From an optimization exercise on the open Yosys and OpenROAD flow, aimed at small area, a short achievable clock period and few clock cycles; shortcuts taken in it are not production practice. Power is estimated from default activity; no workload was simulated.

==> flow/design.v <==
module dust_crc_table (
    input  wire        clk,
    input  wire        rst,
    input  wire        bld_valid,
    input  wire [15:0] bld_poly,
    output wire        bld_ready,
    output wire        tbl_valid,
    output wire        built_n,      
    output reg  [15:0] poly,
    output reg  [7:1]  d
);
    reg built;
    reg empty;       
    always @(posedge clk) begin
        if (rst) begin
            built <= 1'b0;
            empty <= 1'b1;
        end else if (bld_valid) begin
            built <= 1'b1;
            empty <= 1'b0;
        end
    end
    always @(posedge clk) begin
        if (!built)
            poly <= bld_poly;
    end
    reg [7:0] dd;
    integer n, m;
    always @* begin
        dd = 8'd1;
        for (n = 1; n < 8; n = n + 1) begin
            dd[n] = 1'b0;
            for (m = 1; m <= n; m = m + 1)
                dd[n] = dd[n] ^ (poly[16-m] & dd[n-m]);
        end
    end
    always @(posedge clk)
        d <= dd[7:1];
    assign built_n   = built || bld_valid;
    assign bld_ready = empty;
    assign tbl_valid = built;
endmodule
module dust_crc_step (
    input  wire [15:0] poly,
    input  wire [7:1]  d,
    input  wire [15:0] crc,
    input  wire [7:0]  b,
    output reg  [15:0] crc_next
);
    reg [7:0] u, f;
    integer k, m;
    always @* begin
        for (k = 0; k < 8; k = k + 1)
            u[k] = crc[15-k] ^ b[7-k];
        for (k = 0; k < 8; k = k + 1) begin
            f[k] = u[k];
            for (m = 1; m <= k; m = m + 1)
                f[k] = f[k] ^ (d[m] & u[k-m]);
        end
        crc_next = {crc[7:0], 8'h00};
        for (k = 0; k < 8; k = k + 1)
            crc_next = crc_next ^ ({16{f[k]}} & (poly << (7 - k)));
    end
endmodule
module dust_tx (
    input  wire        clk,
    input  wire        rst,
    input  wire        enable,
    input  wire [15:0] poly,
    input  wire [7:1]  d,
    input  wire        hdr_valid,
    input  wire [1:0]  opcode,
    input  wire [1:0]  len_code,
    input  wire        ack,
    input  wire [10:0] pkt_num,
    output reg         hdr_ready,
    input  wire        in_valid,
    input  wire [7:0]  in_data,
    output reg         in_ready,
    output reg         out_valid,
    output reg  [7:0]  out_data,
    output reg         out_last,
    input  wire        out_ready
);
    localparam O_IDLE = 2'd0;
    localparam O_HDR  = 2'd1;
    localparam O_PAY  = 2'd2;
    localparam O_CRC  = 2'd3;
    reg        in_pay;       
    reg        hpend;        
    reg [15:0] hi16;         
    reg        sv;           
    reg        sl;           
    reg [1:0]  ost;
    reg [1:0]  hcnt;
    reg [15:0] crc;
    wire [15:0] crc_next;
    dust_crc_step u_step (.poly(poly), .d(d), .crc(crc), .b(out_data), .crc_next(crc_next));
    wire hacc  = hdr_valid && hdr_ready;
    wire pacc  = in_valid && in_ready;
    wire plast = (hi16[15:8] == 8'd0);
    wire ofree = !out_valid || out_ready;
    wire xfer  = out_valid && out_ready;
    wire st_idle = (ost == O_IDLE);
    wire st_hdr  = (ost == O_HDR);
    wire st_pay  = (ost == O_PAY);
    wire st_crc  = (ost == O_CRC);
    wire start   = st_idle && hpend && enable;
    wire hdr_end = st_hdr && (hcnt == 2'd3);
    wire       load      = start || st_hdr || st_crc || (st_pay && (sv || pacc));
    wire       pay_last  = sv ? sl : plast;
    wire [7:0] pay_data  = sv ? hi16[7:0] : in_data;
    wire [7:0] load_data = st_pay ? pay_data : st_crc ? crc_next[15:8] : hi16[15:8];
    wire hdr_free = !in_pay && !hpend && !sv;
    wire skid_in  = in_pay && !sv && st_pay;
    wire take = st_pay && ofree;
    wire sv_n     = (sv || pacc) && !take;
    wire in_pay_n = hacc || (in_pay && !(pacc && plast));
    wire hpend_n  = hacc || (hpend && !(start && ofree));
    always @(posedge clk) begin
        if (rst) begin
            in_pay    <= 1'b0;
            hpend     <= 1'b0;
            sv        <= 1'b0;
            hdr_ready <= 1'b1;
            in_ready  <= 1'b0;
            ost       <= O_IDLE;
            out_valid <= 1'b0;
            crc       <= 16'h0000;
        end else begin
            in_pay    <= in_pay_n;
            hpend     <= hpend_n;
            sv        <= sv_n;
            hdr_ready <= !in_pay_n && !hpend_n && !sv_n;
            in_ready  <= in_pay_n && !sv_n && (st_pay || (hdr_end && ofree));
            if (xfer)
                crc <= crc_next;
            if (ofree) begin
                out_valid <= load;
                if (start)
                    ost <= O_HDR;
                else if (hdr_end)
                    ost <= O_PAY;
                else if (st_pay && load && pay_last)
                    ost <= O_CRC;
                else if (st_crc && hcnt == 2'd1)
                    ost <= O_IDLE;
            end
        end
    end
    wire       rot    = ofree && (start || st_hdr);
    wire       hi_en  = hdr_free || rot || pacc;
    wire [7:0] hi_val = hdr_free ? {opcode, len_code, ack, pkt_num[10:8]} :
                        st_pay   ? hi16[15:8] - 8'd1 :
                        hdr_end  ? (8'd32 << hi16[5:4]) - 8'd1 : hi16[7:0];
    wire       lo_en  = hdr_free || rot || skid_in;
    wire [7:0] lo_val = hdr_free ? pkt_num[7:0] :
                        st_pay   ? in_data : ~hi16[15:8];
    always @(posedge clk) begin
        hi16[15:8] <= ({8{hi_en}} & hi_val) | ({8{!hi_en}} & hi16[15:8]);
        hi16[7:0]  <= ({8{lo_en}} & lo_val) | ({8{!lo_en}} & hi16[7:0]);
        if (skid_in)
            sl <= plast;
        out_data <= ({8{ofree}} & load_data) | ({8{!ofree}} & out_data);
        if (ofree) begin
            out_last <= st_crc && (hcnt == 2'd1);
            if (start)
                hcnt <= 2'd1;
            else if (st_hdr || st_crc)
                hcnt <= hcnt + 2'd1;
        end
    end
endmodule
module dust_rx (
    input  wire        clk,
    input  wire        rst,
    input  wire        enable,
    input  wire [15:0] poly,
    input  wire [7:1]  d,
    input  wire        in_valid,
    input  wire [7:0]  in_data,
    output reg         in_ready,
    output reg         res_valid,
    output reg         res_hdr_ok,
    output reg         res_crc_ok,
    output wire [31:0] res_hdr,
    output wire [15:0] res_residue
);
    reg        rv;           
    reg [7:0]  rd;
    reg        pend;         
    reg        body;         
    reg        first;        
    reg [1:0]  hcnt;
    reg [31:0] hdr_word;     
    reg [15:0] crc;
    assign res_hdr     = hdr_word;
    assign res_residue = crc;
    wire [15:0] crc_base = first ? 16'h0000 : crc;
    wire [15:0] crc_next;
    dust_crc_step u_step (.poly(poly), .d(d), .crc(crc_base), .b(rd), .crc_next(crc_next));
    wire        half_ok  = (rd == ~hdr_word[15:8]);
    wire        hdr_good = res_hdr_ok && half_ok;
    wire [1:0]  hdr_len  = hdr_word[21:20];
    wire [8:0]  cnt      = hdr_word[8:0];
    wire hdr_end  = !body && (hcnt == 2'd3);
    wire body_end = body && (cnt == 9'd0);
    wire end_good = rv && body_end;
    wire end_bad  = rv && hdr_end && !hdr_good;
    wire take     = in_valid && in_ready;
    wire take_end = body && (rv ? (cnt == 9'd1) : (cnt == 9'd0));
    always @(posedge clk) begin
        if (rst) begin
            rv        <= 1'b0;
            in_ready  <= 1'b0;
            pend      <= 1'b0;
            body      <= 1'b0;
            first     <= 1'b1;
            hcnt      <= 2'd0;
            res_valid <= 1'b0;
        end else begin
            rv        <= take;
            in_ready  <= enable && !(take && take_end);
            pend      <= end_good;
            res_valid <= pend || end_bad;
            if (rv) begin
                first <= end_good || end_bad;
                if (!body) begin
                    hcnt <= hcnt + 2'd1;
                    if (hdr_end && hdr_good)
                        body <= 1'b1;
                end else if (body_end)
                    body <= 1'b0;
            end
        end
    end
    always @(posedge clk) begin
        rd <= in_data;
        crc <= ({16{rv}} & crc_next) | ({16{!rv}} & crc);
        if (rv) begin
            if (!body) begin
                hdr_word <= {hdr_word[23:0], rd};
                if (hcnt == 2'd2)
                    res_hdr_ok <= half_ok;
                if (hcnt == 2'd3)
                    res_hdr_ok <= hdr_good;
                if (hdr_end && hdr_good)
                    hdr_word[8:0] <= (9'd32 << hdr_len) + 9'd1;
            end else if (body_end)
                hdr_word[8:0] <= ~hdr_word[24:16];
            else
                hdr_word[8:0] <= cnt - 9'd1;
        end
        if (pend)
            res_crc_ok <= res_hdr_ok && (crc == 16'h0000);
        else if (end_bad)
            res_crc_ok <= 1'b0;
    end
endmodule
module dust_frame_engine (
    input  wire        clk,
    input  wire        rst,
    input  wire        bld_valid,
    input  wire [15:0] bld_poly,
    output wire        bld_ready,
    output wire        tbl_valid,
    input  wire        tx_hdr_valid,
    input  wire [1:0]  tx_opcode,
    input  wire [1:0]  tx_len_code,
    input  wire        tx_ack,
    input  wire [10:0] tx_pkt_num,
    output wire        tx_hdr_ready,
    input  wire        tx_in_valid,
    input  wire [7:0]  tx_in_data,
    output wire        tx_in_ready,
    output wire        tx_out_valid,
    output wire [7:0]  tx_out_data,
    output wire        tx_out_last,
    input  wire        tx_out_ready,
    input  wire        rx_in_valid,
    input  wire [7:0]  rx_in_data,
    output wire        rx_in_ready,
    output wire        rx_res_valid,
    output wire        rx_res_hdr_ok,
    output wire        rx_res_crc_ok,
    output wire [31:0] rx_res_hdr,
    output wire [15:0] rx_res_residue
);
    wire [15:0] poly;
    wire [7:1]  d;
    wire        built_n;
    dust_crc_table u_table (
        .clk(clk), .rst(rst),
        .bld_valid(bld_valid), .bld_poly(bld_poly),
        .bld_ready(bld_ready), .tbl_valid(tbl_valid), .built_n(built_n),
        .poly(poly), .d(d)
    );
    dust_tx u_tx (
        .clk(clk), .rst(rst), .enable(tbl_valid), .poly(poly), .d(d),
        .hdr_valid(tx_hdr_valid), .opcode(tx_opcode), .len_code(tx_len_code),
        .ack(tx_ack), .pkt_num(tx_pkt_num), .hdr_ready(tx_hdr_ready),
        .in_valid(tx_in_valid), .in_data(tx_in_data), .in_ready(tx_in_ready),
        .out_valid(tx_out_valid), .out_data(tx_out_data), .out_last(tx_out_last),
        .out_ready(tx_out_ready)
    );
    dust_rx u_rx (
        .clk(clk), .rst(rst), .enable(built_n), .poly(poly), .d(d),
        .in_valid(rx_in_valid), .in_data(rx_in_data), .in_ready(rx_in_ready),
        .res_valid(rx_res_valid), .res_hdr_ok(rx_res_hdr_ok), .res_crc_ok(rx_res_crc_ok),
        .res_hdr(rx_res_hdr), .res_residue(rx_res_residue)
    );
endmodule
Settings: LEC_CHECK=0, CAP_MARGIN=20, CELL_PAD_IN_SITES_DETAIL_PLACEMENT=1, CELL_PAD_IN_SITES_GLOBAL_PLACEMENT=2, CORE_MARGIN=2, CORE_UTILIZATION=50, CTS_BUF_LIST=sky130_fd_sc_hd__clkbuf_8, PLACE_DENSITY=0.65, SLEW_MARGIN=20, SYNTH_MEMORY_MAX_BITS=8192; clock period 10.0 ns.
standard.sh (not shown) runs the stock make flow with config.mk's settings and CLKGATE_MAP_FILE= SYNTH_SCRIPT=/design/flow/synth_recipe.tcl, a recipe that flattens the netlist after the stock synthesis.
==> flow/flow/run.sh <==
#!/bin/bash
# Layout flow: the standard flow with ports buffered by buf_1 and the
# timing repair aiming for 6.5 ns of setup slack.
bash standard.sh finish BUFFER_PORTS_ARGS="-buffer_cell sky130_fd_sc_hd__buf_1" SETUP_SLACK_MARGIN=6.5 > standard.log 2>&1
Then changed:
--- a/flow/design.v
+++ b/flow/design.v
@@ -124,10 +124,11 @@
             sv        <= 1'b0;
             hdr_ready <= 1'b1;
             in_ready  <= 1'b0;
             ost       <= O_IDLE;
             out_valid <= 1'b0;
+            out_data  <= 8'h00;
             crc       <= 16'h0000;
         end else begin
             in_pay    <= in_pay_n;
             hpend     <= hpend_n;
             sv        <= sv_n;
@@ -135,10 +136,11 @@
             in_ready  <= in_pay_n && !sv_n && (st_pay || (hdr_end && ofree));
             if (xfer)
                 crc <= crc_next;
             if (ofree) begin
                 out_valid <= load;
+                out_data  <= load_data;
                 if (start)
                     ost <= O_HDR;
                 else if (hdr_end)
                     ost <= O_PAY;
                 else if (st_pay && load && pay_last)
@@ -146,24 +148,25 @@
                 else if (st_crc && hcnt == 2'd1)
                     ost <= O_IDLE;
             end
         end
     end
-    wire       rot    = ofree && (start || st_hdr);
-    wire       hi_en  = hdr_free || rot || pacc;
-    wire [7:0] hi_val = hdr_free ? {opcode, len_code, ack, pkt_num[10:8]} :
-                        st_pay   ? hi16[15:8] - 8'd1 :
-                        hdr_end  ? (8'd32 << hi16[5:4]) - 8'd1 : hi16[7:0];
-    wire       lo_en  = hdr_free || rot || skid_in;
-    wire [7:0] lo_val = hdr_free ? pkt_num[7:0] :
-                        st_pay   ? in_data : ~hi16[15:8];
     always @(posedge clk) begin
-        hi16[15:8] <= ({8{hi_en}} & hi_val) | ({8{!hi_en}} & hi16[15:8]);
-        hi16[7:0]  <= ({8{lo_en}} & lo_val) | ({8{!lo_en}} & hi16[7:0]);
+        if (hdr_free)
+            hi16 <= {opcode, len_code, ack, pkt_num};
+        else if (ofree && hdr_end)
+            hi16[15:8] <= (8'd32 << hi16[5:4]) - 8'd1;
+        else if (ofree && (start || st_hdr))
+            hi16 <= {hi16[7:0], ~hi16[15:8]};
+        else begin
+            if (pacc)
+                hi16[15:8] <= hi16[15:8] - 8'd1;
+            if (skid_in)
+                hi16[7:0] <= in_data;
+        end
         if (skid_in)
             sl <= plast;
-        out_data <= ({8{ofree}} & load_data) | ({8{!ofree}} & out_data);
         if (ofree) begin
             out_last <= st_crc && (hcnt == 2'd1);
             if (start)
                 hcnt <= 2'd1;
             else if (st_hdr || st_crc)
@@ -216,15 +219,18 @@
             pend      <= 1'b0;
             body      <= 1'b0;
             first     <= 1'b1;
             hcnt      <= 2'd0;
             res_valid <= 1'b0;
+            crc       <= 16'h0000;
         end else begin
             rv        <= take;
             in_ready  <= enable && !(take && take_end);
             pend      <= end_good;
             res_valid <= pend || end_bad;
+            if (rv)
+                crc <= crc_next;
             if (rv) begin
                 first <= end_good || end_bad;
                 if (!body) begin
                     hcnt <= hcnt + 2'd1;
                     if (hdr_end && hdr_good)
@@ -234,11 +240,10 @@
             end
         end
     end
     always @(posedge clk) begin
         rd <= in_data;
-        crc <= ({16{rv}} & crc_next) | ({16{!rv}} & crc);
         if (rv) begin
             if (!body) begin
                 hdr_word <= {hdr_word[23:0], rd};
                 if (hcnt == 2'd2)
                     res_hdr_ok <= half_ok;
Outcome: Routed wire length rose by a few percent. Hold slack gets worse by 11 ps. Count of clock-buffer cells in the layout stays the same. Non-clock buffer count fell by 1. Via count rose by a little under a tenth. Final cell count rose by a few percent. Critical path depth rose by 7. Total power fell by about a fifth. Sequential cell count stays the same. Sequential share of layout area fell by 2.8 points. Area after synthesis rose by a few percent. Fmax rose slightly. Die area rose by a few percent.
No run of this note included a check of the RTL's function; only the layout flow was run.

[what the ideal ports hide]
In the flow no input, the clock included, has a driving cell. The finished layouts below were timed again as built, in two steps.
Step 1: set_driving_cell puts a clkbuf_16 on clk and a buf_2 on each other input, an assumption about the parent block.
Step 2 also shifts input and output timing later by t, the mid clock arrival at the registers, as if the neighbouring blocks saw the same clock.
a / b / c = ideal / step 1 / step 2; a / b = the first two.
run | t, ns | setup slack, ns | worst hold slack (ns) | worst setup path after step 2 | cell pins on the clock port's net
the first run | 0.526 | 6.615 / 6.570 / 6.190 | 0.472 / 0.472 / 0.472 | input to register | 1
the second run | 0.505 | 6.652 / 6.652 / 6.222 | 0.461 / 0.461 / 0.461 | input to register | 1
After both steps setup and hold are still met in every run listed. For the second run, which loses most, drivers alone change the setup slack by 0.000 ns; drivers and shift together by -0.430 ns.
